Background: an optimization exercise with open tools, aiming at small area, a short achievable clock period and few clock cycles per item. Do not read the settings as production practice. Only simulation tests tie the RTL to the original design; equivalence was not proved.

==> flow/design.v <==
module bcc_block (
  input  wire         clk,
  input  wire         rst,           
  input  wire         in_valid,
  output wire         in_ready,
  input  wire         in_decrypt,    
  input  wire [4:0]   in_keylen,     
  input  wire [127:0] in_key,
  input  wire [63:0]  in_block,
  output wire         out_valid,
  input  wire         out_ready,
  output wire [63:0]  out_block
);
  function [7:0] add8(input [7:0] a, input [7:0] c);
    integer k;
    reg cy;
    begin
      cy = 1'b0;
      for (k = 0; k < 8; k = k + 1) begin
        add8[k] = a[k] ^ c[k] ^ cy;
        cy = (a[k] & c[k]) | (cy & (a[k] | c[k]));
      end
    end
  endfunction
  reg        v0;
  reg        d0;
  reg [63:0] x0;
  reg [63:0] k0;
  reg        v1;
  reg        d1;
  reg [63:0] x1;
  reg [63:0] k1;
  reg        v2;
  reg        d2;
  reg [63:0] x2;
  reg [63:0] k2;
  reg        v3;
  reg        d3;
  reg [63:0] x3;
  reg [63:0] k3;
  reg        v4;
  reg        d4;
  reg [63:0] x4;
  reg [63:0] k4;
  reg        v5;
  reg        d5;
  reg [63:0] x5;
  reg [63:0] k5;
  reg        sk_v;
  reg [63:0] sk;
  wire stall = sk_v;
  assign in_ready  = ~sk_v;
  assign out_valid = sk_v | v5;
  always @(posedge clk) begin
    if (rst) sk_v <= 1'b0;
    else if (sk_v) begin
      if (out_ready) sk_v <= 1'b0;
    end else if (v5 & ~out_ready) sk_v <= 1'b1;
    if (~sk_v) sk <= x5;
  end
  reg [63:0] ek;
  always @* begin
    ek[7:0] = in_key[7:0];
    case (in_keylen)
      5'd1: ek[15:8] = in_key[7:0];
      default: ek[15:8] = in_key[15:8];
    endcase
    case (in_keylen)
      5'd1, 5'd2: ek[23:16] = in_key[7:0];
      default: ek[23:16] = in_key[23:16];
    endcase
    case (in_keylen)
      5'd1, 5'd3: ek[31:24] = in_key[7:0];
      5'd2: ek[31:24] = in_key[15:8];
      default: ek[31:24] = in_key[31:24];
    endcase
    case (in_keylen)
      5'd1, 5'd2, 5'd4: ek[39:32] = in_key[7:0];
      5'd3: ek[39:32] = in_key[15:8];
      default: ek[39:32] = in_key[39:32];
    endcase
    case (in_keylen)
      5'd1, 5'd5: ek[47:40] = in_key[7:0];
      5'd2, 5'd4: ek[47:40] = in_key[15:8];
      5'd3: ek[47:40] = in_key[23:16];
      default: ek[47:40] = in_key[47:40];
    endcase
    case (in_keylen)
      5'd1, 5'd2, 5'd3, 5'd6: ek[55:48] = in_key[7:0];
      5'd5: ek[55:48] = in_key[15:8];
      5'd4: ek[55:48] = in_key[23:16];
      default: ek[55:48] = in_key[55:48];
    endcase
    case (in_keylen)
      5'd1, 5'd7: ek[63:56] = in_key[7:0];
      5'd2, 5'd3, 5'd6: ek[63:56] = in_key[15:8];
      5'd5: ek[63:56] = in_key[23:16];
      5'd4: ek[63:56] = in_key[31:24];
      default: ek[63:56] = in_key[63:56];
    endcase
  end
  wire [63:0] kb;
  assign kb[7:0] = ek[7:0];
  assign kb[15:8] = add8(ek[15:8], 8'd1);
  assign kb[23:16] = add8(ek[23:16], 8'd4);
  assign kb[31:24] = add8(ek[31:24], 8'd9);
  assign kb[39:32] = add8(ek[39:32], 8'd16);
  assign kb[47:40] = add8(ek[47:40], 8'd25);
  assign kb[55:48] = add8(ek[55:48], 8'd36);
  assign kb[63:56] = add8(ek[63:56], 8'd49);
  always @(posedge clk) begin
    if (rst) v0 <= 1'b0;
    else if (~stall) v0 <= in_valid;
    if (~stall) begin
      d0 <= in_decrypt;
      x0 <= in_block;
      k0 <= kb;
    end
  end
  wire [63:0] w1;
  assign w1[7:0] = x0[7:0] ^ k0[7:0];
  assign w1[15:8] = x0[15:8] ^ k0[15:8];
  assign w1[23:16] = x0[23:16] ^ k0[23:16];
  assign w1[31:24] = x0[31:24] ^ k0[31:24];
  assign w1[39:32] = x0[39:32] ^ k0[39:32];
  assign w1[47:40] = x0[47:40] ^ k0[47:40];
  assign w1[55:48] = x0[55:48] ^ k0[55:48];
  assign w1[63:56] = x0[63:56] ^ k0[63:56];
  wire [63:0] w2;
  assign w2[7:0] = add8(w1[7:0], 8'd0);
  assign w2[15:8] = add8(w1[15:8], 8'd1);
  assign w2[23:16] = add8(w1[23:16], 8'd4);
  assign w2[31:24] = add8(w1[31:24], 8'd9);
  assign w2[39:32] = add8(w1[39:32], 8'd16);
  assign w2[47:40] = add8(w1[47:40], 8'd25);
  assign w2[55:48] = add8(w1[55:48], 8'd36);
  assign w2[63:56] = add8(w1[63:56], 8'd49);
  wire [63:0] u3;
  wire [7:0] p4 = x0[63:56];
  assign u3[7:0] = {p4[0:0], p4[7:1]};
  wire [7:0] p5 = (x0[7:0] ^ x0[63:56]);
  assign u3[15:8] = {p5[1:0], p5[7:2]};
  wire [7:0] p6 = (x0[55:48] ^ x0[7:0]);
  assign u3[23:16] = {p6[2:0], p6[7:3]};
  wire [7:0] p7 = (x0[15:8] ^ x0[55:48]);
  assign u3[31:24] = {p7[3:0], p7[7:4]};
  wire [7:0] p8 = (x0[47:40] ^ x0[15:8]);
  assign u3[39:32] = {p8[4:0], p8[7:5]};
  wire [7:0] p9 = (x0[23:16] ^ x0[47:40]);
  assign u3[47:40] = {p9[5:0], p9[7:6]};
  wire [7:0] p10 = (x0[39:32] ^ x0[23:16]);
  assign u3[55:48] = {p10[6:0], p10[7:7]};
  wire [7:0] p11 = (x0[31:24] ^ x0[39:32]);
  assign u3[63:56] = p11;
  wire [7:0] y12 = w2[7:0];
  wire [7:0] r13 = {y12[6:0], y12[7:7]};
  wire [7:0] y14 = w2[15:8];
  wire [7:0] r15 = {y14[5:0], y14[7:6]};
  wire [7:0] y16 = w2[23:16];
  wire [7:0] r17 = {y16[4:0], y16[7:5]};
  wire [7:0] y18 = w2[31:24];
  wire [7:0] r19 = {y18[3:0], y18[7:4]};
  wire [7:0] y20 = w2[39:32];
  wire [7:0] r21 = {y20[2:0], y20[7:3]};
  wire [7:0] y22 = w2[47:40];
  wire [7:0] r23 = {y22[1:0], y22[7:2]};
  wire [7:0] y24 = w2[55:48];
  wire [7:0] r25 = {y24[0:0], y24[7:1]};
  wire [7:0] y26 = w2[63:56];
  wire [7:0] r27 = y26;
  wire [7:0] c28 = r13;
  wire [7:0] c29 = c28 ^ r15;
  wire [7:0] c30 = c29 ^ r17;
  wire [7:0] c31 = c30 ^ r19;
  wire [7:0] c32 = c31 ^ r21;
  wire [7:0] c33 = c32 ^ r23;
  wire [7:0] c34 = c33 ^ r25;
  wire [7:0] c35 = c34 ^ r27;
  wire [63:0] m36 = {c28, c30, c32, c34, c35, c33, c31, c29};
  wire [63:0] w37;
  assign w37[7:0] = add8(u3[7:0], 8'd228);
  assign w37[15:8] = add8(u3[15:8], 8'd227);
  assign w37[23:16] = add8(u3[23:16], 8'd224);
  assign w37[31:24] = add8(u3[31:24], 8'd219);
  assign w37[39:32] = add8(u3[39:32], 8'd212);
  assign w37[47:40] = add8(u3[47:40], 8'd203);
  assign w37[55:48] = add8(u3[55:48], 8'd192);
  assign w37[63:56] = add8(u3[63:56], 8'd179);
  wire [63:0] s38;
  assign s38[7:0] = add8(k0[7:0], (d0 ? 8'd4 : 8'd1));
  assign s38[15:8] = add8(k0[15:8], (d0 ? 8'd4 : 8'd1));
  assign s38[23:16] = add8(k0[23:16], (d0 ? 8'd4 : 8'd1));
  assign s38[31:24] = add8(k0[31:24], (d0 ? 8'd4 : 8'd1));
  assign s38[39:32] = add8(k0[39:32], (d0 ? 8'd4 : 8'd1));
  assign s38[47:40] = add8(k0[47:40], (d0 ? 8'd4 : 8'd1));
  assign s38[55:48] = add8(k0[55:48], (d0 ? 8'd4 : 8'd1));
  assign s38[63:56] = add8(k0[63:56], (d0 ? 8'd4 : 8'd1));
  wire [63:0] x39 = d0 ? w37 : m36;
  wire [63:0] w40;
  assign w40[7:0] = x39[7:0] ^ s38[7:0];
  assign w40[15:8] = x39[15:8] ^ s38[15:8];
  assign w40[23:16] = x39[23:16] ^ s38[23:16];
  assign w40[31:24] = x39[31:24] ^ s38[31:24];
  assign w40[39:32] = x39[39:32] ^ s38[39:32];
  assign w40[47:40] = x39[47:40] ^ s38[47:40];
  assign w40[55:48] = x39[55:48] ^ s38[55:48];
  assign w40[63:56] = x39[63:56] ^ s38[63:56];
  always @(posedge clk) begin
    if (rst) v1 <= 1'b0;
    else if (~stall) v1 <= v0;
    if (~stall) begin
      d1 <= d0;
      x1 <= w40;
      k1 <= k0;
    end
  end
  wire [63:0] w41;
  assign w41[7:0] = add8(x1[7:0], 8'd7);
  assign w41[15:8] = add8(x1[15:8], 8'd8);
  assign w41[23:16] = add8(x1[23:16], 8'd11);
  assign w41[31:24] = add8(x1[31:24], 8'd16);
  assign w41[39:32] = add8(x1[39:32], 8'd23);
  assign w41[47:40] = add8(x1[47:40], 8'd32);
  assign w41[55:48] = add8(x1[55:48], 8'd43);
  assign w41[63:56] = add8(x1[63:56], 8'd56);
  wire [63:0] u42;
  wire [7:0] p43 = x1[63:56];
  assign u42[7:0] = {p43[0:0], p43[7:1]};
  wire [7:0] p44 = (x1[7:0] ^ x1[63:56]);
  assign u42[15:8] = {p44[1:0], p44[7:2]};
  wire [7:0] p45 = (x1[55:48] ^ x1[7:0]);
  assign u42[23:16] = {p45[2:0], p45[7:3]};
  wire [7:0] p46 = (x1[15:8] ^ x1[55:48]);
  assign u42[31:24] = {p46[3:0], p46[7:4]};
  wire [7:0] p47 = (x1[47:40] ^ x1[15:8]);
  assign u42[39:32] = {p47[4:0], p47[7:5]};
  wire [7:0] p48 = (x1[23:16] ^ x1[47:40]);
  assign u42[47:40] = {p48[5:0], p48[7:6]};
  wire [7:0] p49 = (x1[39:32] ^ x1[23:16]);
  assign u42[55:48] = {p49[6:0], p49[7:7]};
  wire [7:0] p50 = (x1[31:24] ^ x1[39:32]);
  assign u42[63:56] = p50;
  wire [7:0] y51 = w41[7:0];
  wire [7:0] r52 = {y51[6:0], y51[7:7]};
  wire [7:0] y53 = w41[15:8];
  wire [7:0] r54 = {y53[5:0], y53[7:6]};
  wire [7:0] y55 = w41[23:16];
  wire [7:0] r56 = {y55[4:0], y55[7:5]};
  wire [7:0] y57 = w41[31:24];
  wire [7:0] r58 = {y57[3:0], y57[7:4]};
  wire [7:0] y59 = w41[39:32];
  wire [7:0] r60 = {y59[2:0], y59[7:3]};
  wire [7:0] y61 = w41[47:40];
  wire [7:0] r62 = {y61[1:0], y61[7:2]};
  wire [7:0] y63 = w41[55:48];
  wire [7:0] r64 = {y63[0:0], y63[7:1]};
  wire [7:0] y65 = w41[63:56];
  wire [7:0] r66 = y65;
  wire [7:0] c67 = r52;
  wire [7:0] c68 = c67 ^ r54;
  wire [7:0] c69 = c68 ^ r56;
  wire [7:0] c70 = c69 ^ r58;
  wire [7:0] c71 = c70 ^ r60;
  wire [7:0] c72 = c71 ^ r62;
  wire [7:0] c73 = c72 ^ r64;
  wire [7:0] c74 = c73 ^ r66;
  wire [63:0] m75 = {c67, c69, c71, c73, c74, c72, c70, c68};
  wire [63:0] w76;
  assign w76[7:0] = add8(u42[7:0], 8'd235);
  assign w76[15:8] = add8(u42[15:8], 8'd234);
  assign w76[23:16] = add8(u42[23:16], 8'd231);
  assign w76[31:24] = add8(u42[31:24], 8'd226);
  assign w76[39:32] = add8(u42[39:32], 8'd219);
  assign w76[47:40] = add8(u42[47:40], 8'd210);
  assign w76[55:48] = add8(u42[55:48], 8'd199);
  assign w76[63:56] = add8(u42[63:56], 8'd186);
  wire [63:0] s77;
  assign s77[7:0] = add8(k1[7:0], (d1 ? 8'd3 : 8'd2));
  assign s77[15:8] = add8(k1[15:8], (d1 ? 8'd3 : 8'd2));
  assign s77[23:16] = add8(k1[23:16], (d1 ? 8'd3 : 8'd2));
  assign s77[31:24] = add8(k1[31:24], (d1 ? 8'd3 : 8'd2));
  assign s77[39:32] = add8(k1[39:32], (d1 ? 8'd3 : 8'd2));
  assign s77[47:40] = add8(k1[47:40], (d1 ? 8'd3 : 8'd2));
  assign s77[55:48] = add8(k1[55:48], (d1 ? 8'd3 : 8'd2));
  assign s77[63:56] = add8(k1[63:56], (d1 ? 8'd3 : 8'd2));
  wire [63:0] x78 = d1 ? w76 : m75;
  wire [63:0] w79;
  assign w79[7:0] = x78[7:0] ^ s77[7:0];
  assign w79[15:8] = x78[15:8] ^ s77[15:8];
  assign w79[23:16] = x78[23:16] ^ s77[23:16];
  assign w79[31:24] = x78[31:24] ^ s77[31:24];
  assign w79[39:32] = x78[39:32] ^ s77[39:32];
  assign w79[47:40] = x78[47:40] ^ s77[47:40];
  assign w79[55:48] = x78[55:48] ^ s77[55:48];
  assign w79[63:56] = x78[63:56] ^ s77[63:56];
  always @(posedge clk) begin
    if (rst) v2 <= 1'b0;
    else if (~stall) v2 <= v1;
    if (~stall) begin
      d2 <= d1;
      x2 <= w79;
      k2 <= k1;
    end
  end
  wire [63:0] w80;
  assign w80[7:0] = add8(x2[7:0], 8'd14);
  assign w80[15:8] = add8(x2[15:8], 8'd15);
  assign w80[23:16] = add8(x2[23:16], 8'd18);
  assign w80[31:24] = add8(x2[31:24], 8'd23);
  assign w80[39:32] = add8(x2[39:32], 8'd30);
  assign w80[47:40] = add8(x2[47:40], 8'd39);
  assign w80[55:48] = add8(x2[55:48], 8'd50);
  assign w80[63:56] = add8(x2[63:56], 8'd63);
  wire [63:0] u81;
  wire [7:0] p82 = x2[63:56];
  assign u81[7:0] = {p82[0:0], p82[7:1]};
  wire [7:0] p83 = (x2[7:0] ^ x2[63:56]);
  assign u81[15:8] = {p83[1:0], p83[7:2]};
  wire [7:0] p84 = (x2[55:48] ^ x2[7:0]);
  assign u81[23:16] = {p84[2:0], p84[7:3]};
  wire [7:0] p85 = (x2[15:8] ^ x2[55:48]);
  assign u81[31:24] = {p85[3:0], p85[7:4]};
  wire [7:0] p86 = (x2[47:40] ^ x2[15:8]);
  assign u81[39:32] = {p86[4:0], p86[7:5]};
  wire [7:0] p87 = (x2[23:16] ^ x2[47:40]);
  assign u81[47:40] = {p87[5:0], p87[7:6]};
  wire [7:0] p88 = (x2[39:32] ^ x2[23:16]);
  assign u81[55:48] = {p88[6:0], p88[7:7]};
  wire [7:0] p89 = (x2[31:24] ^ x2[39:32]);
  assign u81[63:56] = p89;
  wire [7:0] y90 = w80[7:0];
  wire [7:0] r91 = {y90[6:0], y90[7:7]};
  wire [7:0] y92 = w80[15:8];
  wire [7:0] r93 = {y92[5:0], y92[7:6]};
  wire [7:0] y94 = w80[23:16];
  wire [7:0] r95 = {y94[4:0], y94[7:5]};
  wire [7:0] y96 = w80[31:24];
  wire [7:0] r97 = {y96[3:0], y96[7:4]};
  wire [7:0] y98 = w80[39:32];
  wire [7:0] r99 = {y98[2:0], y98[7:3]};
  wire [7:0] y100 = w80[47:40];
  wire [7:0] r101 = {y100[1:0], y100[7:2]};
  wire [7:0] y102 = w80[55:48];
  wire [7:0] r103 = {y102[0:0], y102[7:1]};
  wire [7:0] y104 = w80[63:56];
  wire [7:0] r105 = y104;
  wire [7:0] c106 = r91;
  wire [7:0] c107 = c106 ^ r93;
  wire [7:0] c108 = c107 ^ r95;
  wire [7:0] c109 = c108 ^ r97;
  wire [7:0] c110 = c109 ^ r99;
  wire [7:0] c111 = c110 ^ r101;
  wire [7:0] c112 = c111 ^ r103;
  wire [7:0] c113 = c112 ^ r105;
  wire [63:0] m114 = {c106, c108, c110, c112, c113, c111, c109, c107};
  wire [63:0] w115;
  assign w115[7:0] = add8(u81[7:0], 8'd242);
  assign w115[15:8] = add8(u81[15:8], 8'd241);
  assign w115[23:16] = add8(u81[23:16], 8'd238);
  assign w115[31:24] = add8(u81[31:24], 8'd233);
  assign w115[39:32] = add8(u81[39:32], 8'd226);
  assign w115[47:40] = add8(u81[47:40], 8'd217);
  assign w115[55:48] = add8(u81[55:48], 8'd206);
  assign w115[63:56] = add8(u81[63:56], 8'd193);
  wire [63:0] s116;
  assign s116[7:0] = add8(k2[7:0], (d2 ? 8'd2 : 8'd3));
  assign s116[15:8] = add8(k2[15:8], (d2 ? 8'd2 : 8'd3));
  assign s116[23:16] = add8(k2[23:16], (d2 ? 8'd2 : 8'd3));
  assign s116[31:24] = add8(k2[31:24], (d2 ? 8'd2 : 8'd3));
  assign s116[39:32] = add8(k2[39:32], (d2 ? 8'd2 : 8'd3));
  assign s116[47:40] = add8(k2[47:40], (d2 ? 8'd2 : 8'd3));
  assign s116[55:48] = add8(k2[55:48], (d2 ? 8'd2 : 8'd3));
  assign s116[63:56] = add8(k2[63:56], (d2 ? 8'd2 : 8'd3));
  wire [63:0] x117 = d2 ? w115 : m114;
  wire [63:0] w118;
  assign w118[7:0] = x117[7:0] ^ s116[7:0];
  assign w118[15:8] = x117[15:8] ^ s116[15:8];
  assign w118[23:16] = x117[23:16] ^ s116[23:16];
  assign w118[31:24] = x117[31:24] ^ s116[31:24];
  assign w118[39:32] = x117[39:32] ^ s116[39:32];
  assign w118[47:40] = x117[47:40] ^ s116[47:40];
  assign w118[55:48] = x117[55:48] ^ s116[55:48];
  assign w118[63:56] = x117[63:56] ^ s116[63:56];
  always @(posedge clk) begin
    if (rst) v3 <= 1'b0;
    else if (~stall) v3 <= v2;
    if (~stall) begin
      d3 <= d2;
      x3 <= w118;
      k3 <= k2;
    end
  end
  wire [63:0] w119;
  assign w119[7:0] = add8(x3[7:0], 8'd21);
  assign w119[15:8] = add8(x3[15:8], 8'd22);
  assign w119[23:16] = add8(x3[23:16], 8'd25);
  assign w119[31:24] = add8(x3[31:24], 8'd30);
  assign w119[39:32] = add8(x3[39:32], 8'd37);
  assign w119[47:40] = add8(x3[47:40], 8'd46);
  assign w119[55:48] = add8(x3[55:48], 8'd57);
  assign w119[63:56] = add8(x3[63:56], 8'd70);
  wire [63:0] u120;
  wire [7:0] p121 = x3[63:56];
  assign u120[7:0] = {p121[0:0], p121[7:1]};
  wire [7:0] p122 = (x3[7:0] ^ x3[63:56]);
  assign u120[15:8] = {p122[1:0], p122[7:2]};
  wire [7:0] p123 = (x3[55:48] ^ x3[7:0]);
  assign u120[23:16] = {p123[2:0], p123[7:3]};
  wire [7:0] p124 = (x3[15:8] ^ x3[55:48]);
  assign u120[31:24] = {p124[3:0], p124[7:4]};
  wire [7:0] p125 = (x3[47:40] ^ x3[15:8]);
  assign u120[39:32] = {p125[4:0], p125[7:5]};
  wire [7:0] p126 = (x3[23:16] ^ x3[47:40]);
  assign u120[47:40] = {p126[5:0], p126[7:6]};
  wire [7:0] p127 = (x3[39:32] ^ x3[23:16]);
  assign u120[55:48] = {p127[6:0], p127[7:7]};
  wire [7:0] p128 = (x3[31:24] ^ x3[39:32]);
  assign u120[63:56] = p128;
  wire [7:0] y129 = w119[7:0];
  wire [7:0] r130 = {y129[6:0], y129[7:7]};
  wire [7:0] y131 = w119[15:8];
  wire [7:0] r132 = {y131[5:0], y131[7:6]};
  wire [7:0] y133 = w119[23:16];
  wire [7:0] r134 = {y133[4:0], y133[7:5]};
  wire [7:0] y135 = w119[31:24];
  wire [7:0] r136 = {y135[3:0], y135[7:4]};
  wire [7:0] y137 = w119[39:32];
  wire [7:0] r138 = {y137[2:0], y137[7:3]};
  wire [7:0] y139 = w119[47:40];
  wire [7:0] r140 = {y139[1:0], y139[7:2]};
  wire [7:0] y141 = w119[55:48];
  wire [7:0] r142 = {y141[0:0], y141[7:1]};
  wire [7:0] y143 = w119[63:56];
  wire [7:0] r144 = y143;
  wire [7:0] c145 = r130;
  wire [7:0] c146 = c145 ^ r132;
  wire [7:0] c147 = c146 ^ r134;
  wire [7:0] c148 = c147 ^ r136;
  wire [7:0] c149 = c148 ^ r138;
  wire [7:0] c150 = c149 ^ r140;
  wire [7:0] c151 = c150 ^ r142;
  wire [7:0] c152 = c151 ^ r144;
  wire [63:0] m153 = {c145, c147, c149, c151, c152, c150, c148, c146};
  wire [63:0] w154;
  assign w154[7:0] = add8(u120[7:0], 8'd249);
  assign w154[15:8] = add8(u120[15:8], 8'd248);
  assign w154[23:16] = add8(u120[23:16], 8'd245);
  assign w154[31:24] = add8(u120[31:24], 8'd240);
  assign w154[39:32] = add8(u120[39:32], 8'd233);
  assign w154[47:40] = add8(u120[47:40], 8'd224);
  assign w154[55:48] = add8(u120[55:48], 8'd213);
  assign w154[63:56] = add8(u120[63:56], 8'd200);
  wire [63:0] s155;
  assign s155[7:0] = add8(k3[7:0], (d3 ? 8'd1 : 8'd4));
  assign s155[15:8] = add8(k3[15:8], (d3 ? 8'd1 : 8'd4));
  assign s155[23:16] = add8(k3[23:16], (d3 ? 8'd1 : 8'd4));
  assign s155[31:24] = add8(k3[31:24], (d3 ? 8'd1 : 8'd4));
  assign s155[39:32] = add8(k3[39:32], (d3 ? 8'd1 : 8'd4));
  assign s155[47:40] = add8(k3[47:40], (d3 ? 8'd1 : 8'd4));
  assign s155[55:48] = add8(k3[55:48], (d3 ? 8'd1 : 8'd4));
  assign s155[63:56] = add8(k3[63:56], (d3 ? 8'd1 : 8'd4));
  wire [63:0] x156 = d3 ? w154 : m153;
  wire [63:0] w157;
  assign w157[7:0] = x156[7:0] ^ s155[7:0];
  assign w157[15:8] = x156[15:8] ^ s155[15:8];
  assign w157[23:16] = x156[23:16] ^ s155[23:16];
  assign w157[31:24] = x156[31:24] ^ s155[31:24];
  assign w157[39:32] = x156[39:32] ^ s155[39:32];
  assign w157[47:40] = x156[47:40] ^ s155[47:40];
  assign w157[55:48] = x156[55:48] ^ s155[55:48];
  assign w157[63:56] = x156[63:56] ^ s155[63:56];
  always @(posedge clk) begin
    if (rst) v4 <= 1'b0;
    else if (~stall) v4 <= v3;
    if (~stall) begin
      d4 <= d3;
      x4 <= w157;
      k4 <= k3;
    end
  end
  wire [63:0] w158;
  assign w158[7:0] = add8(x4[7:0], 8'd28);
  assign w158[15:8] = add8(x4[15:8], 8'd29);
  assign w158[23:16] = add8(x4[23:16], 8'd32);
  assign w158[31:24] = add8(x4[31:24], 8'd37);
  assign w158[39:32] = add8(x4[39:32], 8'd44);
  assign w158[47:40] = add8(x4[47:40], 8'd53);
  assign w158[55:48] = add8(x4[55:48], 8'd64);
  assign w158[63:56] = add8(x4[63:56], 8'd77);
  wire [63:0] u159;
  wire [7:0] p160 = x4[63:56];
  assign u159[7:0] = {p160[0:0], p160[7:1]};
  wire [7:0] p161 = (x4[7:0] ^ x4[63:56]);
  assign u159[15:8] = {p161[1:0], p161[7:2]};
  wire [7:0] p162 = (x4[55:48] ^ x4[7:0]);
  assign u159[23:16] = {p162[2:0], p162[7:3]};
  wire [7:0] p163 = (x4[15:8] ^ x4[55:48]);
  assign u159[31:24] = {p163[3:0], p163[7:4]};
  wire [7:0] p164 = (x4[47:40] ^ x4[15:8]);
  assign u159[39:32] = {p164[4:0], p164[7:5]};
  wire [7:0] p165 = (x4[23:16] ^ x4[47:40]);
  assign u159[47:40] = {p165[5:0], p165[7:6]};
  wire [7:0] p166 = (x4[39:32] ^ x4[23:16]);
  assign u159[55:48] = {p166[6:0], p166[7:7]};
  wire [7:0] p167 = (x4[31:24] ^ x4[39:32]);
  assign u159[63:56] = p167;
  wire [7:0] y168 = w158[7:0];
  wire [7:0] r169 = {y168[6:0], y168[7:7]};
  wire [7:0] y170 = w158[15:8];
  wire [7:0] r171 = {y170[5:0], y170[7:6]};
  wire [7:0] y172 = w158[23:16];
  wire [7:0] r173 = {y172[4:0], y172[7:5]};
  wire [7:0] y174 = w158[31:24];
  wire [7:0] r175 = {y174[3:0], y174[7:4]};
  wire [7:0] y176 = w158[39:32];
  wire [7:0] r177 = {y176[2:0], y176[7:3]};
  wire [7:0] y178 = w158[47:40];
  wire [7:0] r179 = {y178[1:0], y178[7:2]};
  wire [7:0] y180 = w158[55:48];
  wire [7:0] r181 = {y180[0:0], y180[7:1]};
  wire [7:0] y182 = w158[63:56];
  wire [7:0] r183 = y182;
  wire [7:0] c184 = r169;
  wire [7:0] c185 = c184 ^ r171;
  wire [7:0] c186 = c185 ^ r173;
  wire [7:0] c187 = c186 ^ r175;
  wire [7:0] c188 = c187 ^ r177;
  wire [7:0] c189 = c188 ^ r179;
  wire [7:0] c190 = c189 ^ r181;
  wire [7:0] c191 = c190 ^ r183;
  wire [63:0] m192 = {c184, c186, c188, c190, c191, c189, c187, c185};
  wire [63:0] w193;
  assign w193[7:0] = add8(u159[7:0], 8'd0);
  assign w193[15:8] = add8(u159[15:8], 8'd255);
  assign w193[23:16] = add8(u159[23:16], 8'd252);
  assign w193[31:24] = add8(u159[31:24], 8'd247);
  assign w193[39:32] = add8(u159[39:32], 8'd240);
  assign w193[47:40] = add8(u159[47:40], 8'd231);
  assign w193[55:48] = add8(u159[55:48], 8'd220);
  assign w193[63:56] = add8(u159[63:56], 8'd207);
  wire [63:0] w194;
  assign w194[7:0] = w193[7:0] ^ k4[7:0];
  assign w194[15:8] = w193[15:8] ^ k4[15:8];
  assign w194[23:16] = w193[23:16] ^ k4[23:16];
  assign w194[31:24] = w193[31:24] ^ k4[31:24];
  assign w194[39:32] = w193[39:32] ^ k4[39:32];
  assign w194[47:40] = w193[47:40] ^ k4[47:40];
  assign w194[55:48] = w193[55:48] ^ k4[55:48];
  assign w194[63:56] = w193[63:56] ^ k4[63:56];
  wire [63:0] o195 = d4 ? w194 : m192;
  always @(posedge clk) begin
    if (rst) v5 <= 1'b0;
    else if (~stall) v5 <= v4;
    if (~stall) begin
      d5 <= d4;
      x5 <= o195;
      k5 <= k4;
    end
  end
  assign out_block = sk_v ? sk : x5;
endmodule
==> flow/flow/run.sh <==
#!/bin/bash
bash standard.sh "BUFFER_PORTS_ARGS=-buffer_cell sky130_fd_sc_hd__buf_1" SETUP_SLACK_MARGIN=7.8 finish > flow_make.log 2>&1
==> flow/standard.sh <==
#!/bin/bash
# synth_recipe.tcl (not shown) runs the flow's synth.tcl, then flattens the netlist and writes it again
# the make line also repeats each setting of config.mk as NAME=value (left out here)
make -C /OpenROAD-flow-scripts/flow DESIGN_CONFIG=/design/flow/config.mk WORK_HOME=/design/flow/orfs CLKGATE_MAP_FILE= SYNTH_SCRIPT=/design/flow/synth_recipe.tcl "${@:-finish}"
==> flow/config.mk <==
export PLATFORM = sky130hd
export DESIGN_NAME = bcc_block
export DESIGN_NICKNAME = bcc_block
export VERILOG_FILES = /design/flow/design.v
export SDC_FILE = /design/flow/constraint.sdc
export NUM_CORES = 4
export LEC_CHECK = 0
export CAP_MARGIN = 20
export CORE_MARGIN = 2
export CORE_UTILIZATION = 70
export CTS_BUF_LIST = sky130_fd_sc_hd__clkbuf_4 sky130_fd_sc_hd__clkbuf_8
export SLEW_MARGIN = 20
==> flow/constraint.sdc <==
create_clock -name core_clock -period 12.0 [get_ports {clk}]
set_input_delay 2.4000 -clock core_clock [delete_from_list [all_inputs] [get_ports {clk}]]
set_output_delay 2.4000 -clock core_clock [all_outputs]
set_load 0.01 [all_outputs]
==> impl_results.md, run 1 <==
* Status: timing/DRC/antenna clean
* IO Pins at 268
* DR WL/cell at ~32 um
* GRT overflow at 0
* Clk buf depth at 3
* Commonest cells after routing, fill and taps aside: edfxtp_1 (709), xnor2_1 (622), ha_1 (584)
* Post-synth EDFFs at ~710
* Commonest non-fill, non-tap cell in the layout: edfxtp_1
* Placeable core region at about 69000 um^2
* Largest family of logic cells by synthesized area: XOR/XNOR gates
* Mapped Cells at approximately 3800
* Syn_nets at approximately 4600
* Tcrit/Tclk final at a little under two fifths
* Worst-path fanout max at 12
* CTS clk-pin slew, worst paths at about 80 ps
* Synth Area in Simple Gates at under 10%
* Cell taking the most area after synthesis: edfxtp_1
* Fin Hold WS at about 420 ps
* Vias in the first global route at about 33000
* Cts hold-fix bufs at 0
* Die Area at 71410 um^2
* Crit path kind: reg2out
* Max-slew headroom at approximately 2.2%
* First-pass GRT wire length at 224500 um
* Final nets at slightly below 5000
* Hold violation count in the final report at 0
* Hold crit path type: reg2reg
* Final setup fails at 0
* Max Cap Viol at 0
* Tot GR Track Use at a little under half
* Post-layout min period at ~4500 ps
* Quantity of I/O buffers inserted on ports at between 200 and 250
* Clk latency of the worst-skew pair at around 850 ps
* RSZ-0062 raised after global routing: true
* WL final at ~160000 um
* H-tree depth at 3
* CTS root buf: clkbuf_8
* Worst Path Required at between 9000 and 10000 ps
* Std cell rows at 96
* Measured slew at the worst slew-check pin at ~1500 ps
* Synth-to-Final Area Change at 12.73%
* HPWL after DPL at 119000 um
* Adder-cell share of the synthesized area at between 10% and 20%
* Final setup TNS at 0 ps
* Layout cell share with drive strength beyond 1 at 12.15%
* FF+latch count, synth at 780
* Die Width at 267.2 um
* Clock sink total at slightly below 800
* Place WS at 6670 ps
* Syn avg cell area at approximately 13 um^2
* Final core utilization at between 70% and 80%
* Placer congestion estimate at approximately 1.1
* Via-to-Cell Ratio at approximately 6.4
* Async S/R FF share, synth at 0%
* Pre-antenna DRT Iters at 7
* Largest net degree at the start of global routing at 178
* Top FF cell, synth: edfxtp_1
* Pins Over Slew Limit at 0
* Post-synth top area share at 43.89%
* Critical Path Sink Type: output pin
* Post-route ant nets at 0
* Critical path arrival at 2120 ps
* Ys Warns at 1
* CTS buffer count at around 120
* Via count at roughly 33000
* Cell variety after synth at 50
* Initial antenna violation count at 9
* Post-synthesis sequential area ratio at between 40% and 50%
* Synth Area in Compound Gates at around 4.1%
* DRC viols at 0
* Vert. Die Dim at about 270 um
* Initial DRC Count at about 4000
* CTS tree: yes
* Post-synthesis xor/xnor area fraction at 22.64%
* Synth Cell Area at approximately 49000 um^2
* Multiplexer area fraction after synthesis at about 3.8%
* Dominant cells by area after synthesis: edfxtp_1 (44%), ha_1 (16%), xnor2_1 (11%)
* Initial Util at between 70% and 80%
* Startpoint Class: register
* Worst setup margin at between 7000 and 8000 ps
* Clock skew at 80.01 ps
* FMAX at around 220 MHz
[metrics by stage]
stage	instances	cell area, um^2
finish	5156	54680
global route	5156	54680
CTS	5109	53810
detailed placement	4871	50740
global placement	4871	50740
floorplan	3811	49160
[sequential cells by signal (all words and copies together), names as in the netlist, 64 cells and up]
register  count
x3           64
k0           64
x0           64
k2           64
x4           64
sk           64
x1           64
x2           64
k1           64
k4           64
k3           64
x5           64
[layout make-up]
class	count	area, um^2
multi-input cells	2579	24820
flip-flops and latches	780	22720
fillers	3837	13910
repair buffers	286	2077
clock buffers	157	1973
inverters	358	1355
well taps	931	1165
clock inverters	62	560.5
diodes	3	7.507
[synth_stat cells (63+ instances only)]
cell        n
edfxtp_1  709
xnor2_1   627
ha_1      618
xor2_1    376
inv_1     357
nand2_1   212
o21ai_0   201
mux2i_1    98
a21oi_1    87
nor2_1     79
mux2_2     77
clkbuf_1   76
dfxtp_1    71
xnor3_1    63
[cell families (layout without fill, tap and decap cells)]
kind of cell,after synthesis,count (layout)
xor gates and xnor gates,1101,1101
other,0,3
buffers and inverters,454,863
DFF,780,780
AOI/OAI and AO/OA,359,359
muxes,176,176
and+or+nand+nor,307,309
adders and majority gates,634,634
[worst max-delay path, cell delays in order, from the launching register on]
cell	delay [ps]
dfxtp_4	400
buf_12	170
buf_12	200
mux2_2	370
buf_1	130
[layer usage]
| metal | vias to the layer above | track usage (%) | part of all wire (%) |
|---|---|---|---|
| met5 | - | 1.455 | 0.14 |
| met4 | 14 | 42.29 | 12 |
| met3 | 956 | 11.35 | 10 |
| met2 | 2414 | 73.28 | 46 |
| met1 | 15600 | 47.89 | 32 |
| li1 | 13800 | - | - |
[worst paths after layout]
| check | startpoint | end | slack [ps] | cells past startpoint |
|---|---|---|---|---|
| worst max-delay path | sk_v | out_block[43] | 7480 | 4 |
| worst min-delay path | k2[58] | k3[58] | 420 | 0 |
| worst max register to register | x3[0] | x4[24] | 7820 | 16 |
| worst min register to register | k2[58] | k3[58] | 420 | 0 |
[repair_timing]
item                                    CTS  global route
endpoints found under the setup margin  166           164
hold endpoints to repair                  0             0
pin swaps                                 6            15
resized for setup                        83           119
buffers inserted                         14            35
cloned                                    5             9
Testbench counts, summed over its fixed seeds: cycles 1,648, items 1,600.
==> run 2: changes to the inputs <==
--- a/flow/design.v
+++ b/flow/design.v
@@ -50,14 +50,8 @@
   reg [63:0] sk;
   wire stall = sk_v;
   assign in_ready  = ~sk_v;
-  assign out_valid = sk_v | v5;
-  always @(posedge clk) begin
-    if (rst) sk_v <= 1'b0;
-    else if (sk_v) begin
-      if (out_ready) sk_v <= 1'b0;
-    end else if (v5 & ~out_ready) sk_v <= 1'b1;
-    if (~sk_v) sk <= x5;
-  end
+  assign out_valid = v5;
+  assign out_block = x5;
   reg [63:0] ek;
   always @* begin
     ek[7:0] = in_key[7:0];
@@ -549,13 +543,22 @@
   assign w194[63:56] = w193[63:56] ^ k4[63:56];
   wire [63:0] o195 = d4 ? w194 : m192;
   always @(posedge clk) begin
-    if (rst) v5 <= 1'b0;
-    else if (~stall) v5 <= v4;
-    if (~stall) begin
-      d5 <= d4;
-      x5 <= o195;
-      k5 <= k4;
+    if (rst) begin
+      v5   <= 1'b0;
+      sk_v <= 1'b0;
+    end else if (sk_v) begin
+      if (out_ready) begin
+        v5   <= 1'b1;
+        sk_v <= 1'b0;
+      end
+    end else if (~v5 | out_ready) begin
+      v5 <= v4;
+    end else if (v4) begin
+      sk_v <= 1'b1;
     end
+    if (sk_v ? out_ready : (~v5 | out_ready))
+      x5 <= sk_v ? sk : o195;
+    if (~sk_v)
+      sk <= o195;
   end
-  assign out_block = sk_v ? sk : x5;
 endmodule
==> run 2 against run 1 <==
  * Still clean on timing, DRC and antenna
  * Largest cell class unchanged
  * Area after synthesis down 0.41%
  * First-iteration DRC count is 30% lower
  * Global-route usage shrank 4.0 points
  * Critical path type is now in2reg
  * Count of clock-buffer cells in the layout is 2 lower
==> impl_results.md, run 2 <==
* Status: timing/DRC/antenna clean
* Clock sink total at a little under 800
* Quantity of I/O buffers inserted on ports at about 200
* Critical path's largest stage delay at ~370 ps
* Worst Path Required at around 13000 ps
* Largest net degree at the start of global routing at 100
* Met2 wire length at 70040 um
* Top sig layer: met5
* Most frequent cell after synthesis: edfxtp_1
* DRC viols at 0
* CTS root buf: clkbuf_8
* Post-layout min period at between 4000 and 5000 ps
* Layout cell share with drive strength beyond 1 at under 10%
* Vias in the first global route at ~31000
* CTS buffer count at approximately 120
* Commonest cells after routing, fill and taps aside: edfxtp_1 (709), xnor2_1 (655), ha_1 (589)
* Critical path arrival at 4740 ps
* WL met1 at 46420 um
* HPWL after DPL at about 120000 um
* Dominant cells by area after synthesis: edfxtp_1 (44%), ha_1 (16%), xnor2_1 (12%)
* Clk latency of the worst-skew pair at 790 ps
* Tot GR Track Use at slightly above 40%
* Critical-path cell list: buf_6, nor2_4, nand2_8, buf_4, nor3_4, mux2_4, ha_4, ha_4, ha_4, ha_4, ha_4, ha_4, xnor2_1
* Max Cap Viol at 0
* Initial Util at a little over two thirds
* Post-route ant nets at 0
* FF+latch count, synth at ~800
* GRT overflow at 0
* Hold crit path type: reg2reg
* Final core utilization at between 70% and 80%
* Die Width at ~270 um
* Measured slew at the worst slew-check pin at 1190 ps
* Max-slew headroom at 20.07%
* Hold violation count in the final report at 0
* Cts hold-fix bufs at 0
* Cell taking the most area after synthesis: edfxtp_1
* Worst path bufs/invs at 2
* Synth-to-Final Area Change at 10.85%
* Crit path kind: in2reg
* Die Area at ~70000 um^2
* Startpoint Class: input pin
* Top FF cell, synth: edfxtp_1
* Initial antenna violation count at 3
* Vert. Die Dim at around 270 um
* Final nets at ~5000
* Post-synth top area share at ~44%
* Syn avg cell area at between 10 and 15 um^2
* Clock skew at between 50 and 60 ps
* H-tree depth at 3
* First-pass GRT wire length at roughly 200000 um
* Slowest-stage cell, CP: mux2_4
* RSZ-0062 raised after global routing: true
* Cell variety after synth at 53
* Ys Warns at 1
* Pins Over Slew Limit at 0
* Via-to-Cell Ratio at 5.965
* Pre-antenna DRT Iters at 9
* Top cell by count, worst path: ha_4
* Syn_nets at roughly 4700
* Async S/R FF share, synth at 0%
* WL final at 143500 um
* Worst-path fanout max at 8
* Synth cell count leaders: edfxtp_1 (709), xnor2_1 (662), ha_1 (618), xor2_1 (354), inv_1 (339)
* Commonest non-fill, non-tap cell in the layout: edfxtp_1
* CTS clk-pin slew, worst paths at 70 ps
* Mapped Cells at slightly below 4000
* Met3 WL post-DR at 7895 um
* Placer congestion estimate at approximately 1.1
* Post-synth EDFFs at 709
* Placeable core region at 68470 um^2
* Via count at a little over 30000
* CTS tree: yes
* FMAX at between 200 and 250 MHz
* Std cell rows at 96
* Crit path max-delay family: adder cells
* Final setup fails at 0
* Post-synthesis sequential area ratio at 47.02%
* Critical Path Sink Type: register
* Clk buf depth at 3
* DR WL/cell at approximately 28 um
* IO Pins at about 270
* Initial DRC Count at just under 3000
* Tcrit/Tclk final at about a third
* Final setup TNS at 0 ps
* Synth Cell Area at roughly 48000 um^2
==> run 2: area by class of cell <==
class	instances	area [um^2]
Tap cell	882	1104
Clock inverter	71	629.4
Timing Repair Buffer	267	1354
Inverter	343	1320
Multi-Input combinational cell	2633	24490
Clock buffer	155	1933
Sequential cell	780	22720
Fill cell	4196	14920
Antenna cell	1	2.502
==> run 2: metrics by stage <==
step	instance area, um^2	hold slack (ps)	instances	worst slack, ps
floorplan	48830	411.7	3855	7168
global placement	50430	427.7	4866	6560
detailed placement	50430	432.3	4866	6460
CTS	53180	430.6	5102	7722
global route	53540	436.9	5132	7781
finish	53540	429.7	5132	7783
==> run 2: worst reg2reg max path: cells and delay by family, from the launching register on <==
| family | cells | cell delay (ps) |
|---|---|---|
| AOI/OAI and AO/OA | 2 | 580 |
| adders and majority gates | 5 | 1000 |
| xor gates and xnor gates | 4 | 1690 |
| DFF | 1 | 630 |
| buffers and inverters | 2 | 100 |
==> run 2: what timing repair did <==
item                                    4_1_cts  5_1_grt
buffers inserted                              9       28
pin swaps                                     4       19
resized for setup                            19       32
endpoints found under the setup margin       27       21
cloned                                        1        1
==> run 2: cell families (layout without fill, tap and decap cells) <==
kind of cell / Yosys count / in the layout / synth area share [%]
adders and majority gates: 634 / 634 / 16.67
xor gates and xnor gates: 1112 / 1112 / 22.77
buffers and inverters: 442 / 836 / 3.458
other: 0 / 1 / 0
AOI/OAI and AO/OA: 389 / 389 / 4.494
and+or+nand+nor: 385 / 385 / 3.170
DFF: 780 / 780 / 47.02
muxes: 113 / 113 / 2.417
==> run 2: final timing paths <==
kind                     start     end  slack (ps)  depth (start not counted)
setup / recovery  in_keylen[4]  k0[15]        7780                         13
hold / removal           k3[5]   k4[5]         430                          0
setup reg to reg         x4[9]  x5[31]        7860                         13
hold reg to reg          k3[5]   k4[5]         430                          0
==> run 2: routing by layer <==
layer	up-vias	global-route usage [%]
met5	-	0
met4	2	43.61
met3	707	6.938
met2	1498	70.13
met1	14520	40.83
li1	13890	-
Testbench counts of run 2, summed over its fixed seeds: cycles 1,648, items 1,600.
==> run 3: changes to the inputs <==
--- a/flow/config.mk
+++ b/flow/config.mk
@@ -7,6 +7,6 @@
 export LEC_CHECK = 0
 export CAP_MARGIN = 20
 export CORE_MARGIN = 2
-export CORE_UTILIZATION = 70
+export CORE_UTILIZATION = 65
 export CTS_BUF_LIST = sky130_fd_sc_hd__clkbuf_4 sky130_fd_sc_hd__clkbuf_8
 export SLEW_MARGIN = 20
==> run 3 against run 2 <==
  * Sequential share of layout area grew 0.11 points
  * Synthesized cell count did not move
  * Via count shrank 0.50%
  * Cell count is 1.2% higher
  * Non-clock buffer count fell by 15
  * Flip-flop and latch count is the same
  * Clock skew fell by 2.5 ps
  * Area after synthesis did not move
  * Critical path type unchanged
  * Critical endpoint is now k0[47]
  * Highest routed layer is now met4
==> impl_results.md, run 3 <==
* Mapped Cells at between 3000 and 4000
* Pre-antenna DRT Iters at 6
* Worst path bufs/invs at 3
* Post-layout min period at between 4000 and 5000 ps
* Syn avg cell area at 12.53 um^2
* Clk latency of the worst-skew pair at 780 ps
* Post-synthesis xor/xnor area fraction at between 20 and 25%
* CTS tree: yes
* Worst-path fanout max at 10
* Multiplexer area fraction after synthesis at under 10%
* WL final at roughly 150000 um
* Initial antenna violation count at 2
* Clk buf depth at 3
* RSZ-0062 raised after global routing: true
* CTS buffer count at about 120
* Tot GR Track Use at slightly below 40%
* Initial Util at between 60% and 70%
* HPWL after DPL at ~120000 um
* Slowest-stage cell, CP: a221o_1
* Quantity of I/O buffers inserted on ports at around 200
* Final setup TNS at 0 ps
* Worst Path Required at 12480 ps
* Via count at around 30000
* Most frequent cell after synthesis: edfxtp_1
* Synth Area in Compound Gates at 4.494%
* Dominant cells by area after synthesis: edfxtp_1 (44%), ha_1 (16%), xnor2_1 (12%)
* Startpoint Class: input pin
* Synth Area in Simple Gates at between 3 and 4%
* Post-route ant nets at 0
* Initial DRC Count at roughly 2700
* DRC viols at 0
* Largest net degree at the start of global routing at around 120
* Die Area at 76510 um^2
* Hold violation count in the final report at 0
* CTS root buf: clkbuf_8
* Post-synth EDFFs at a little over 700
* Hold crit path type: reg2reg
* Synth-to-Final Area Change at 10.55%
* FMAX at about 240 MHz
* First-pass GRT wire length at roughly 210000 um
* Vert. Die Dim at ~280 um
* Synth cell count leaders: edfxtp_1 (709), xnor2_1 (662), ha_1 (618), xor2_1 (354), inv_1 (339)
* H-tree depth at 3
* Clock skew at roughly 55 ps
* Measured slew at the worst slew-check pin at ~1300 ps
* Critical Path Sink Type: register
* Ys Warns at 1
* Cts hold-fix bufs at 0
* Via-to-Cell Ratio at ~5.9
* Placer congestion estimate at about 1.1
* Critical path's largest stage delay at 350 ps
* Critical path arrival at ~4700 ps
* Status: timing/DRC/antenna clean
* Max Cap Viol at 0
* Syn_nets at approximately 4700
* Layout cell share with drive strength beyond 1 at 8.762%
* Std cell rows at between 90 and 100
* Max-slew headroom at between 10% and 20%
* Clock sink total at 780
* CTS clk-pin slew, worst paths at roughly 60 ps
* Final setup fails at 0
* Die Width at ~280 um
* Final core utilization at around 73%
* Crit path kind: in2reg
* Crit path max-delay family: adder cells
* Cell taking the most area after synthesis: edfxtp_1
* Final nets at 4967
* GRT overflow at 0
* Largest family of logic cells by synthesized area: XOR/XNOR gates
* Placed Area at just over 50000 um^2
* Critical-path cell list: buf_1, nor2_4, nand2_4, a21o_4, a221o_1, ha_2, ha_4, inv_4, ha_4, ha_4, inv_4, ha_4, ha_4, xor2_1
* Tcrit/Tclk final at a little over a third
* Post-route cell area at 53400 um^2
* Async S/R FF share, synth at 0%
* Pins Over Slew Limit at 0
* Top FF cell, synth: edfxtp_1
* Placeable core region at approximately 73000 um^2
* Post-synthesis sequential area ratio at 47.02%
* Post-synth top area share at about 44%
* Synth Cell Area at 48300 um^2
* FF+latch count, synth at just under 800
* Commonest non-fill, non-tap cell in the layout: edfxtp_1
* Combined flip-flop and latch cell area at 22720 um^2
* DR WL/cell at between 20 and 30 um
* Top cell by count, worst path: ha_4
* Fillers at roughly 4900
* Fin Hold WS at 445.0 ps
* Cell variety after synth at between 50 and 60
* IO Pins at ~270
* Multi-input gate area at around 24000 um^2
* Vias in the first global route at roughly 32000
* Adder-cell share of the synthesized area at roughly 17%
* Commonest cells after routing, fill and taps aside: edfxtp_1 (709), xnor2_1 (659), ha_1 (589)
[run 3: worst paths after layout]
| path | start | endpoint | slack, ps | depth (start not counted) |
|---|---|---|---|---|
| max | in_keylen[4] | k0[47] | 7770 | 14 |
| min | k3[42] | k4[42] | 440 | 0 |
| max reg2reg | x4[3] | x5[38] | 7850 | 11 |
| min reg2reg | k3[42] | k4[42] | 440 | 0 |
[run 3: logic make-up after synthesis]
logic type	count (synthesis)
xor gates and xnor gates	1112
DFF	780
adders and majority gates	634
buffers and inverters	442
AOI/OAI and AO/OA	389
and+or+nand+nor	385
muxes	113
[run 3: cell type report]
| type | instances | area share (%) |
|---|---|---|
| flip-flops and latches | 780 | 42.54 |
| clock buffers | 169 | 3.934 |
| clock inverters | 57 | 0.7592 |
| repair buffers | 252 | 2.313 |
| multi-input cells | 2633 | 45.74 |
| diodes | 3 | 0.01406 |
| well taps | 959 | 2.247 |
| inverters | 343 | 2.458 |
[run 3: what timing repair did]
action | in CTS | in global routing
hold endpoints to repair | 0 | 0
setup buffers | 14 | 8
resized for setup | 16 | 17
setup endpoints to repair | 22 | 17
gates cloned | 1 | 0
pin swaps | 8 | 9
[run 3: per-stage QoR]
step / worst slack, ps / instances
CTS: 7803 / 5185
floorplan: 7168 / 3855
detailed placement: 6433 / 4944
global route: 7706 / 5196
global placement: 6493 / 4944
finish: 7769 / 5196
[run 3: metal layers]
layer  share of wire (%)  global-route usage (%)  wire [um]
met1                  32                   38.96      48030
met2                  50                   68.55      73830
met3                 5.0                   5.560       7340
met4                  13                   39.99      18860
met5                   0                       0          0
==> run 4: changes to the inputs <==
==> flow/flow/run.sh (replaced) <==
#!/bin/bash
bash standard.sh "BUFFER_PORTS_ARGS=-buffer_cell sky130_fd_sc_hd__buf_1" SETUP_SLACK_MARGIN=8.0 finish > flow_make.log 2>&1
==> run 4 against run 3 <==
  * First-iteration DRC count increased by 0.95%
  * Sequential share of layout area decreased by 0.53 points
  * Core utilization increased by 0.93 points
  * Highest routed layer is now met5
  * Synthesized cell count unchanged
  * Critical endpoint unchanged
  * Design area increased by 1.3%
  * Clock skew decreased by 11 ps
  * Largest cell class unchanged
==> impl_results.md, run 4 <==
* Status: timing/DRC/antenna clean
* Worst Path Required at 12510 ps
* Placer congestion estimate at about 1.1
* Top cell by count, worst path: ha_4
* Quantity of I/O buffers inserted on ports at 203
* Crit path max-delay family: adder cells
* Cell taking the most area after synthesis: edfxtp_1
* Worst hold start: k3[58]
* Pre-antenna DRT Iters at 6
* Final setup TNS at 0 ps
* Syn_nets at 4691
* FF+latch count, synth at 780
* Fin Hold WS at about 430 ps
* Commonest cells after routing, fill and taps aside: edfxtp_1 (709), xnor2_1 (651), ha_1 (586)
* Worst path bufs/invs at 4
* RSZ-0062 raised after global routing: true
* Final core utilization at 73.87%
* Layout cell share with drive strength beyond 1 at around a tenth
* Slowest-stage cell, CP: a221o_1
* Post-route ant nets at 0
* Post-synth top area share at around 44%
* Synth-to-Final Area Change at 11.95%
* Via count at slightly above 30000
* Dominant cells by area after synthesis: edfxtp_1 (44%), ha_1 (16%), xnor2_1 (12%)
* CTS buffer count at 120
* Crit path kind: in2reg
* Tcrit/Tclk final at 34.30%
* Async S/R FF share, synth at 0%
* Placeable core region at 73210 um^2
* Die Width at 276.6 um
* Hold EP: k4[58]
* Worst r2r path cells at 14
* Clk latency of the worst-skew pair at 790 ps
* Critical Path Sink Type: register
* CTS root buf: clkbuf_8
* Startpoint Class: input pin
* WL final at 150400 um
* Fillers at between 4000 and 5000
* Vias in the first global route at between 30000 and 40000
* Initial antenna violation count at 3
* Final nets at approximately 5000
* Initial Util at between 60% and 70%
* Tot GR Track Use at between 30% and 40%
* First-pass GRT wire length at 214300 um
* Top FF cell, synth: edfxtp_1
* Die Area at approximately 77000 um^2
* DR WL/cell at approximately 29 um
* Largest net degree at the start of global routing at ~190
* Syn avg cell area at about 13 um^2
* Critical path's largest stage delay at about 370 ps
* Post-layout min period at 4116 ps
* Synth cell count leaders: edfxtp_1 (709), xnor2_1 (662), ha_1 (618), xor2_1 (354), inv_1 (339)
* Commonest non-fill, non-tap cell in the layout: edfxtp_1
* Hold violation count in the final report at 0
* Via-to-Cell Ratio at 5.877
* Post-synth EDFFs at ~700
* HPWL after DPL at ~120000 um
* Critical path arrival at approximately 4600 ps
* DRC viols at 0
* Std cell rows at just under 100
* Max Cap Viol at 0
* Vert. Die Dim at roughly 280 um
* Clock sink total at 780
* Hold-critical path depth at 0
* IO Pins at 268
* Reg2reg start: x4[8]
* CTS tree: yes
* Clock skew at about 44 ps
* Measured slew at the worst slew-check pin at ~1200 ps
* Post-synthesis sequential area ratio at 47.02%
* Pins Over Slew Limit at 0
* H-tree depth at 3
* Critical-path cell list: buf_8, buf_12, nand2b_4, nor3_4, or2_4, a221o_1, ha_4, ha_4, inv_4, ha_4, ha_4, inv_4, ha_4, ha_4, xor2_1
* FF-to-FF End: x5[25]
* Most frequent cell after synthesis: edfxtp_1
* Final setup fails at 0
* Clk buf depth at 3
* R2R Setup Slk at approximately 8000 ps
* Cts hold-fix bufs at 0
* Max-slew headroom at roughly a fifth
* Mapped Cells at slightly below 4000
* Worst-path fanout max at 5
* Synth Cell Area at a little under 50000 um^2
* GRT overflow at 0
* Ys Warns at 1
* Cell variety after synth at 53
* Initial DRC Count at about 2800
* FMAX at approximately 240 MHz
* Hold crit path type: reg2reg
* CTS clk-pin slew, worst paths at 70 ps
==> run 4: cell type report <==
| cell class | count | area, um^2 | area share, % |
|---|---|---|---|
| flip-flops and latches | 780 | 22720 | 42.00 |
| repair inverters | 1 | 8.758 | 0.01620 |
| clock buffers | 164 | 2057 | 3.804 |
| repair buffers | 296 | 1664 | 3.077 |
| diodes | 2 | 5.005 | 0.009255 |
| multi-input cells | 2633 | 24620 | 45.53 |
| well taps | 959 | 1200 | 2.219 |
| inverters | 343 | 1324 | 2.448 |
| clock inverters | 58 | 480.5 | 0.8885 |
==> run 4: worst reg2reg max path, delay by kind of cell, from the launching register on <==
kind / cells / cell delay [ps]
xor gates and xnor gates: 4 / 1750
DFF: 1 / 540
buffers and inverters: 2 / 110
AOI/OAI and AO/OA: 1 / 130
and+or+nand+nor: 1 / 80
adders and majority gates: 6 / 1120
==> run 4: logic make-up (layout without fill, tap and decap cells) <==
kind of cell / Yosys count / in the layout / share of synthesized area, %
xor gates and xnor gates: 1112 / 1112 / 22.77
and+or+nand+nor: 385 / 385 / 3.170
other: 0 / 2 / 0
DFF: 780 / 780 / 47.02
buffers and inverters: 442 / 862 / 3.458
muxes: 113 / 113 / 2.417
adders and majority gates: 634 / 634 / 16.67
AOI/OAI and AO/OA: 389 / 389 / 4.494
==> run 4: repair_timing <==
| action | 4_1_cts | 5_1_grt |
|---|---|---|
| resized for setup | 57 | 45 |
| pin swaps | 33 | 28 |
| buffers inserted | 48 | 17 |
| setup endpoints to repair | 49 | 39 |
| cloned | 2 | 0 |
==> run 4: per-stage QoR <==
stage	setup slack [ps]	cell area [um^2]	std cells
after global routing	7864	54080	5235
after detailed placement	6386	50580	4945
after floorplan	7168	48850	3855
final	7884	54080	5236
after CTS	7902	53730	5217
after global placement	6478	50580	4945
==> run 4: worst max-delay path by stage <==
stage,slack [ps],end,start,cells past startpoint
after floorplan,7170,k0[31],in_keylen[4],14
after global placement,6480,k0[47],in_keylen[0],14
after detailed placement,6390,k0[47],in_keylen[0],14
after CTS,7900,k0[47],in_keylen[4],14
after global routing,7860,k0[47],in_keylen[3],14
final,7880,k0[47],in_keylen[1],15
==> run 4: per-layer routing <==
layer | up-vias | wire length (um) | global-route usage (%)
li1 | 13940 | - | -
met1 | 14630 | 48780 | 40.33
met2 | 1563 | 74070 | 68.72
met3 | 643 | 8251 | 5.939
met4 | 2 | 19300 | 40.28
met5 | - | 11 | 0
==> run 5: changes to the inputs <==
--- a/flow/design.v
+++ b/flow/design.v
@@ -95,13 +95,13 @@
   end
   wire [63:0] kb;
   assign kb[7:0] = ek[7:0];
-  assign kb[15:8] = add8(ek[15:8], 8'd1);
-  assign kb[23:16] = add8(ek[23:16], 8'd4);
-  assign kb[31:24] = add8(ek[31:24], 8'd9);
-  assign kb[39:32] = add8(ek[39:32], 8'd16);
-  assign kb[47:40] = add8(ek[47:40], 8'd25);
-  assign kb[55:48] = add8(ek[55:48], 8'd36);
-  assign kb[63:56] = add8(ek[63:56], 8'd49);
+  assign kb[15:8] = ek[15:8] + 8'd1;
+  assign kb[23:16] = ek[23:16] + 8'd4;
+  assign kb[31:24] = ek[31:24] + 8'd9;
+  assign kb[39:32] = ek[39:32] + 8'd16;
+  assign kb[47:40] = ek[47:40] + 8'd25;
+  assign kb[55:48] = ek[55:48] + 8'd36;
+  assign kb[63:56] = ek[63:56] + 8'd49;
   always @(posedge clk) begin
     if (rst) v0 <= 1'b0;
     else if (~stall) v0 <= in_valid;
==> flow/flow/run.sh (replaced) <==
#!/bin/bash
bash standard.sh "BUFFER_PORTS_ARGS=-buffer_cell sky130_fd_sc_hd__buf_1" SETUP_SLACK_MARGIN=8.1 finish > flow_make.log 2>&1
==> run 5 against run 4 <==
  * Synthesized cell count fell by 0.36%
  * Wire length down 0.99%
  * Still clean
  * Non-clock buffer count is 22 lower
  * Design area fell by 0.72%
  * Flip-flop and latch count unchanged
  * Global-route usage shrank 0.52 points
==> impl_results.md, run 5 <==
* Status: timing/DRC/antenna clean
* Initial antenna violation count at 2
* Max Cap Viol at 0
* Cell taking the most area after synthesis: edfxtp_1
* Startpoint Class: register
* Commonest cells after routing, fill and taps aside: edfxtp_1 (709), xnor2_1 (604), ha_1 (578)
* FMAX at approximately 260 MHz
* Commonest non-fill, non-tap cell in the layout: edfxtp_1
* Synth Cell Area at 48130 um^2
* H-tree depth at 3
* Hold EP: k4[0]
* Initial DRC Count at between 3000 and 4000
* Pins Over Slew Limit at 0
* Initial Util at 65.86%
* Crit. Startpoint: x1[32]
* Multi-input gate area at approximately 24000 um^2
* Synth-to-Final Area Change at 11.54%
* Dominant cells by area after synthesis: edfxtp_1 (44%), ha_1 (15%), xnor2_1 (12%)
* Clock skew at a little over 60 ps
* GRT overflow at 0
* Largest net degree at the start of global routing at approximately 110
* Final nets at ~5000
* Filler-free cell count of the finished design at 5192
* Die Area at roughly 76000 um^2
* Tot GR Track Use at 39.19%
* IO Pins at roughly 270
* DRC viols at 0
* Critical path arrival at between 4000 and 5000 ps
* Top FF cell, synth: edfxtp_1
* Measured slew at the worst slew-check pin at 1096 ps
* FF+latch count, synth at 780
* Hold crit path type: reg2reg
* Post-synthesis sequential area ratio at a little under half
* Final setup fails at 0
* Max-slew headroom at 26.96%
* CTS tree: yes
* Vert. Die Dim at between 200 and 300 um
* RSZ-0062 raised after global routing: true
* Worst setup margin at between 8000 and 9000 ps
* Quantity of I/O buffers inserted on ports at slightly above 200
* Critical path's largest stage delay at roughly 470 ps
* Final setup TNS at 0 ps
* Clk latency of the worst-skew pair at just under 800 ps
* Mapped Cells at approximately 3800
* Worst r2r path cells at 17
* WL final at ~150000 um
* First-pass GRT wire length at roughly 210000 um
* Syn avg cell area at roughly 13 um^2
* Critical Path Sink Type: register
* Top cell by count, worst path: ha_1
* R2R Setup Slk at 8110 ps
* Die Width at 276.1 um
* Std cell rows at about 100
* Synth cell count leaders: edfxtp_1 (709), xnor2_1 (633), ha_1 (591), xor2_1 (365), inv_1 (338)
* Post-synth top area share at between 40% and 50%
* Cell variety after synth at between 60 and 70
* DR WL/cell at between 20 and 30 um
* Post-route ant nets at 0
* Placeable core region at 73080 um^2
* Post-layout min period at 3892 ps
* Place WS at approximately 7000 ps
* Reg2reg start: x1[32]
* CTS clk-pin slew, worst paths at about 60 ps
* Syn_nets at 4650
* Via count at between 30000 and 40000
* Placer congestion estimate at 1.096
* Pre-antenna DRT Iters at 9
* Worst hold start: k3[0]
* CTS buffer count at roughly 120
* Critical-path cell list: inv_1, ha_1, ha_1, inv_1, ha_1, inv_1, ha_1, inv_1, ha_1, ha_1, xor2_1, xnor3_1, xnor2_1, xnor2_1, xor2_1, o21ai_0, xor2_1
* HPWL after DPL at roughly 120000 um
* Tcrit/Tclk final at between 30% and 40%
* Hold violation count in the final report at 0
* Clk buf depth at 3
* Worst Path Required at 12480 ps
* Post-synth EDFFs at around 710
* Hold-critical path depth at 0
* Slowest-stage cell, CP: edfxtp_1
* Fillers at 4859
* Async S/R FF share, synth at 0%
* FF-to-FF End: x2[28]
* Clock sink total at slightly below 800
* Ys Warns at 1
* Crit path kind: reg2reg
* Via-to-Cell Ratio at 5.928
* Placed cells at 4906
* Worst-path fanout max at 3
* Fin Hold WS at roughly 440 ps
* Worst path bufs/invs at 4
* Most frequent cell after synthesis: edfxtp_1
* Combined flip-flop and latch cell area at between 20000 and 25000 um^2
* Crit path max-delay family: XOR/XNOR gates
* CTS root buf: clkbuf_8
* Vias in the first global route at between 30000 and 40000
* Layout cell share with drive strength beyond 1 at about a tenth
[run 5: how the worst max path moves through the flow]
stage / end / slack [ps] / depth (start not counted)
after global routing: k0[63] / 8020 / 7
after detailed placement: k0[63] / 6920 / 8
final: x2[28] / 8110 / 17
after floorplan: in_ready / 7500 / 3
after CTS: k0[63] / 8100 / 7
after global placement: k0[63] / 6980 / 8
[run 5: cell families (layout without fill, tap and decap cells)]
logic type                 count (synthesis)  count (layout)  share of synthesized area, %
AOI/OAI and AO/OA                        384             384                         4.575
muxes                                    123             123                         2.587
and+or+nand+nor                          398             399                         3.478
adders and majority gates                607             607                         16.03
buffers and inverters                    458             847                         3.616
DFF                                      780             780                         47.19
other                                      0               2                             0
xor gates and xnor gates                1091            1091                         22.53
[run 5: per-stage QoR]
step | area, um^2 | util [%]
6_report | 53690 | 73.46
5_1_grt | 53680 | 73.46
4_1_cts | 53190 | 72.78
3_5_place_dp | 50130 | 68.59
3_3_place_gp | 50130 | 68.59
2_1_floorplan | 48610 | -
[run 5: cell type report]
cell class              instances  area share [%]
well taps                     959           2.235
clock inverters                58          0.9276
clock buffers                 171           3.918
inverters                     341           2.424
repair inverters                3         0.04894
flip-flops and latches        780           42.31
multi-input cells            2604           45.62
diodes                          2        0.009322
repair buffers                274           2.505
[run 5: repair_timing]
| item | 4_1_cts | 5_1_grt |
|---|---|---|
| pin swaps | 18 | 14 |
| endpoints found under the setup margin | 153 | 137 |
| resized for setup | 55 | 43 |
| setup buffers | 20 | 30 |
| hold buffers | 0 | 0 |
| gates cloned | 3 | 1 |
[run 5: routing by layer]
metal | vias up | track usage (%) | share of wire (%)
met5 | - | 0 | 0
met4 | 0 | 38.70 | 12
met3 | 618 | 5.907 | 6.2
met2 | 1623 | 65.89 | 48
met1 | 14630 | 41.92 | 34
li1 | 13910 | - | -
Testbench counts of run 5, summed over its fixed seeds: cycles 1,648, items 1,600.

what the ideal ports hide:
The flow's constraints put no driver on any port. The routed layouts listed below were extracted and timed again, unchanged, in two steps. Step 1 (the two cells are an assumption about what drives the block):
set clk [get_ports {clk}]
set_driving_cell -lib_cell sky130_fd_sc_hd__clkbuf_16 $clk
set_driving_cell -lib_cell sky130_fd_sc_hd__buf_2 [delete_from_list [all_inputs] $clk]
Step 2 adds t to the input delays and takes it off the output delays; t is the mean of the earliest and latest rising clock arrival at the registers after step 1. Input paths then give back, and output paths get back, about the clock's delay inside the block. Three values: ideal, step 1, step 2; two values: the first two.
run	t (ns)	slack for setup (ns)	cell pins on the clock port's net
run 1	0.871	7.480 / 7.414 / 6.965	1
run 2	0.825	7.783 / 7.817 / 6.992	1
run 3	0.816	7.769 / 7.793 / 6.991	1
run 4	0.834	7.884 / 7.898 / 7.064	1
run 5	0.829	8.108 / 8.108 / 7.346	1
After both steps every run listed still meets setup and hold. The setup slack of run 4, which loses most, moves by +0.014 ns with the drivers and by -0.820 ns with both steps.
